Context: an optimization exercise on an open-source flow, tuned for small area and few clock cycles. The choices shown serve that exercise and are no tape-out recipe. Only simulation tests tie the RTL to the original design; equivalence was not proved. Power and IR drop assume default switching activity.

Design djtag_core, start of the top module:
module djtag_core (
    input  wire         clk,
    input  wire         rst,
    input  wire         rx_valid,
    input  wire [6:0]   rx_len,
    input  wire [511:0] rx_data,
    output wire         rx_take,
    output wire         tx_valid,
    output wire [6:0]   tx_len,
    output wire [511:0] tx_data,
    input  wire         tx_ready,
    output reg          tck_o,
    output reg          tdi_o,
    output reg          tms_o,
    input  wire         tdo_i,
    output reg          trst_oe,
    output reg          srst_oe
);
==> flow/config.mk <==
export PLATFORM = sky130hd
export DESIGN_NAME = djtag_core
export DESIGN_NICKNAME = djtag_core
export VERILOG_FILES = /design/flow/design.v
export SDC_FILE = /design/flow/constraint.sdc
export NUM_CORES = 4
export LEC_CHECK = 0
export CAP_MARGIN = 10
export CORE_MARGIN = 2
export CORE_UTILIZATION = 20
export CTS_BUF_LIST = sky130_fd_sc_hd__clkbuf_8
export CTS_CLUSTER_DIAMETER = 80
export CTS_CLUSTER_SIZE = 16
export GPL_TIMING_DRIVEN = 0
export SLEW_MARGIN = 10
export SYNTH_HIERARCHICAL = 1
==> flow/constraint.sdc <==
create_clock -name core_clock -period 10.0 [get_ports {clk}]
set_input_delay 2.0000 -clock core_clock [delete_from_list [all_inputs] [get_ports {clk}]]
set_output_delay 2.0000 -clock core_clock [all_outputs]
set_load 0.01 [all_outputs]
standard.sh (not shown) runs the stock make flow with config.mk's settings and CLKGATE_MAP_FILE= SYNTH_SCRIPT=/design/flow/synth_recipe.tcl, a recipe that flattens the netlist after the stock synthesis.
==> flow/flow/run.sh <==
#!/bin/bash
# The standard layout, with the smallest buffer (buf_1) on every port
# instead of the one buffer_ports picks by default, the buffers that
# synthesis inserted removed at floorplan (repair_design re-buffers the nets
# that need it once the cells are placed), and rx_data and tx_data each kept
# to one corner of the die.
set -uo pipefail
bash standard.sh "BUFFER_PORTS_ARGS=-buffer_cell sky130_fd_sc_hd__buf_1" \
    REMOVE_ABC_BUFFERS=1 \
    "PRE_IO_PLACEMENT_TCL=$PWD/flow/pins.tcl" finish > standard.log 2>&1
==> flow/flow/pins.tcl <==
# rx_data on the left and bottom edges, tx_data on the right and top edges:
# the packet read port gathers at the bottom left, the response buffer at
# the top right.  The other ports go where the placer puts them.
foreach {bus edge0 edge1} {rx_data left bottom tx_data right top} {
  set lo {}
  set hi {}
  for {set i 0} {$i < 256} {incr i} {
    lappend lo "${bus}\[$i\]"
    lappend hi "${bus}\[[expr {$i + 256}]\]"
  }
  set_io_pin_constraint -pin_names $lo -region ${edge0}:*
  set_io_pin_constraint -pin_names $hi -region ${edge1}:*
}
The baseline completed without violations.
Testbench counts at the start, summed over its fixed seeds: cycles 2,784,847.
Edit:
--- a/flow/config.mk
+++ b/flow/config.mk
@@ -6,5 +6,5 @@
 export NUM_CORES = 4
 export LEC_CHECK = 0
-export CAP_MARGIN = 10
+export CAP_MARGIN = 20
 export CORE_MARGIN = 2
 export CORE_UTILIZATION = 20
@@ -13,4 +13,4 @@
 export CTS_CLUSTER_SIZE = 16
 export GPL_TIMING_DRIVEN = 0
-export SLEW_MARGIN = 10
+export SLEW_MARGIN = 20
 export SYNTH_HIERARCHICAL = 1
The changed run passed the timing, DRC and antenna checks.
Sequential share of layout area decreases by 0.50 points.
Area after synthesis stays the same.
Total power increases by 0.94%.
Utilization increases by 0.25 points.
Sequential cell count does not change.
Routed wire length stays flat.
Setup slack improved by 0.38 ns.
Combinational power increases by about 4%.
Global-route usage barely changes.


build 30:
djtag_core again, from the RTL that the note above started with.
## djtag_core
module djtag_core (
    input  wire         clk,
    input  wire         rst,
    input  wire         rx_valid,
    input  wire [6:0]   rx_len,
    input  wire [511:0] rx_data,
    output wire         rx_take,
    output wire         tx_valid,
    output wire [6:0]   tx_len,
    output wire [511:0] tx_data,
    input  wire         tx_ready,
    output reg          tck_o,
    output reg          tdi_o,
    output reg          tms_o,
    input  wire         tdo_i,
    output reg          trst_oe,
    output reg          srst_oe
);
==> flow/config.mk <==
export PLATFORM = sky130hd
export DESIGN_NAME = djtag_core
export DESIGN_NICKNAME = djtag_core
export VERILOG_FILES = /design/flow/design.v
export SDC_FILE = /design/flow/constraint.sdc
export NUM_CORES = 4
export LEC_CHECK = 0
export CAP_MARGIN = 20
export CORE_MARGIN = 2
export CORE_UTILIZATION = 20
export CTS_CLUSTER_DIAMETER = 100
export CTS_CLUSTER_SIZE = 25
export GPL_TIMING_DRIVEN = 0
export PLACE_DENSITY = 0.8
export SLEW_MARGIN = 20
export SYNTH_HIERARCHICAL = 1
==> flow/constraint.sdc <==
create_clock -name core_clock -period 10.0 [get_ports {clk}]
set_input_delay 2.0000 -clock core_clock [delete_from_list [all_inputs] [get_ports {clk}]]
set_output_delay 2.0000 -clock core_clock [all_outputs]
set_load 0.01 [all_outputs]
Scripts as last shown in full above: flow/flow/run.sh, flow/flow/pins.tcl
Testbench counts of build 30, summed over its fixed seeds: cycles 2,784,847.
## Diff of input files: build 62 against build 30
Settings: PLACE_DENSITY no longer set, was 0.8.
Notes after the runs:
- Compared to build 30, the router laid down more metal wire for build 62.
- | sequential share of layout area | build 30 vs build 62 | ≈ equal |
- The routability congestion estimate of build 62 and that of build 30 are within noise of each other.
- There was hardly any difference in design area between build 62 and build 30.
- The final standard cell count with taps included and fillers excluded was comparable across build 30 and build 62.
- STATUS overall power consumption: build 62 loses against build 30
- Ratio of final minimum period to clock period, build 30 and build 62, lower one = build 62.
- Of build 30 and build 62, the lower critical path depth belongs to build 62.
- Comparing build 30 and build 62, the lower minimum clock period is on build 62.
- Against build 30, build 62 comes in 0.02 ns lower on register clock-pin slew on the reported worst setup and hold paths.
For build 73, these inputs were changed with respect to build 62:
Settings: swapping 20 for 10 in SLEW_MARGIN; swapping 20 for 10 in CAP_MARGIN.
### Flow results
Per the comparison of build 73 with build 62, signed area change from the synthesized netlist to the final layout lower; design area lower; number of inverters outside the clock class in the layout roughly the same.
Diff build 62 -> build 73: met1 routed wirelength after detailed routing has increased, worst hold slack +0.0047 ns.
The higher setup slack of build 62 and build 73 is in build 62.
Compared build 73 against build 62; total wirelength of the detailed-routed design within noise.
Build 73 completed end to end with timing, DRC and antenna clean.
Both conditions hold for build 62: the flow ran to the end and the final layout passed the timing, DRC and antenna checks.
The lower cell area reported after detailed placement of build 62 and build 73 is in build 73.
Of build 62 and build 73, build 73 shows the higher final-layout fill cell count, with build 62 below it.
The maximum frequency number comes out lower for build 73 vs build 62.
## Diff of input files: build 92 against build 73
Settings: changing CAP_MARGIN from 10 to 20; changing SLEW_MARGIN from 10 to 20; changing CORE_UTILIZATION from 20 to 25.
Seen in the log of build 92: PPL-0111 during 3_2_place_iop, after which the run never completed. Share of the synthesized netlist area taken by xor and xnor gates of build 73 is on par with build 92. As far as synthesized flop and latch total goes, build 73 and build 92 are indistinguishable; the numbers are identical. Reported for build 92 and build 73, compound-gate portion of the synthesized area turned out identical to the last digit. ~same distinct cell type count after synthesis in build 92 and build 73. Build 73 and build 92 ended up with roughly the same proportion of synthesized chip area in sequential cells. Reported for build 92 and build 73, synthesized cell count turned out identical to the last digit. Against build 73 as the reference, build 92 delivers a lower cell row count. For the die boundary height, build 92 came in 10% lower than build 73 did. The run showing the smaller floorplan die width is build 92.

-- static timing again, ports no longer ideal --
The flow's constraints put no driver on any port. The routed layouts listed below were extracted and timed again, unchanged, in two steps.
Step 1: set_driving_cell puts a clkbuf_16 on clk and a buf_2 on each other input, an assumption about the parent block.
Step 2 moves the port delays by t, midway between the first and last clock arrival at a register: inputs arrive t later, outputs are due t later. That takes back most of the time a late clock gives input paths.
Slacks: ideal ports / drivers / drivers and shift; pairs: ideal ports / drivers.
run | t (ns) | setup slack, ns | worst register clock-pin slew, ns
the first run of note 1 | 0.744 | 1.593 / 1.593 / 1.212 | 0.11 / 0.11
the second run of note 1 | 0.738 | 1.972 / 1.972 / 1.674 | 0.11 / 0.11
build 30 | 0.714 | 1.681 / 1.681 / 1.626 | 0.12 / 0.12
build 62 | 0.706 | 1.989 / 1.989 / 1.692 | 0.11 / 0.11
build 73 | 0.700 | 1.659 / 1.659 / 1.241 | 0.11 / 0.11
After both steps setup and hold are still met in every run listed. For build 73, which loses most, drivers alone change the setup slack by 0.000 ns; drivers and shift together by -0.418 ns.
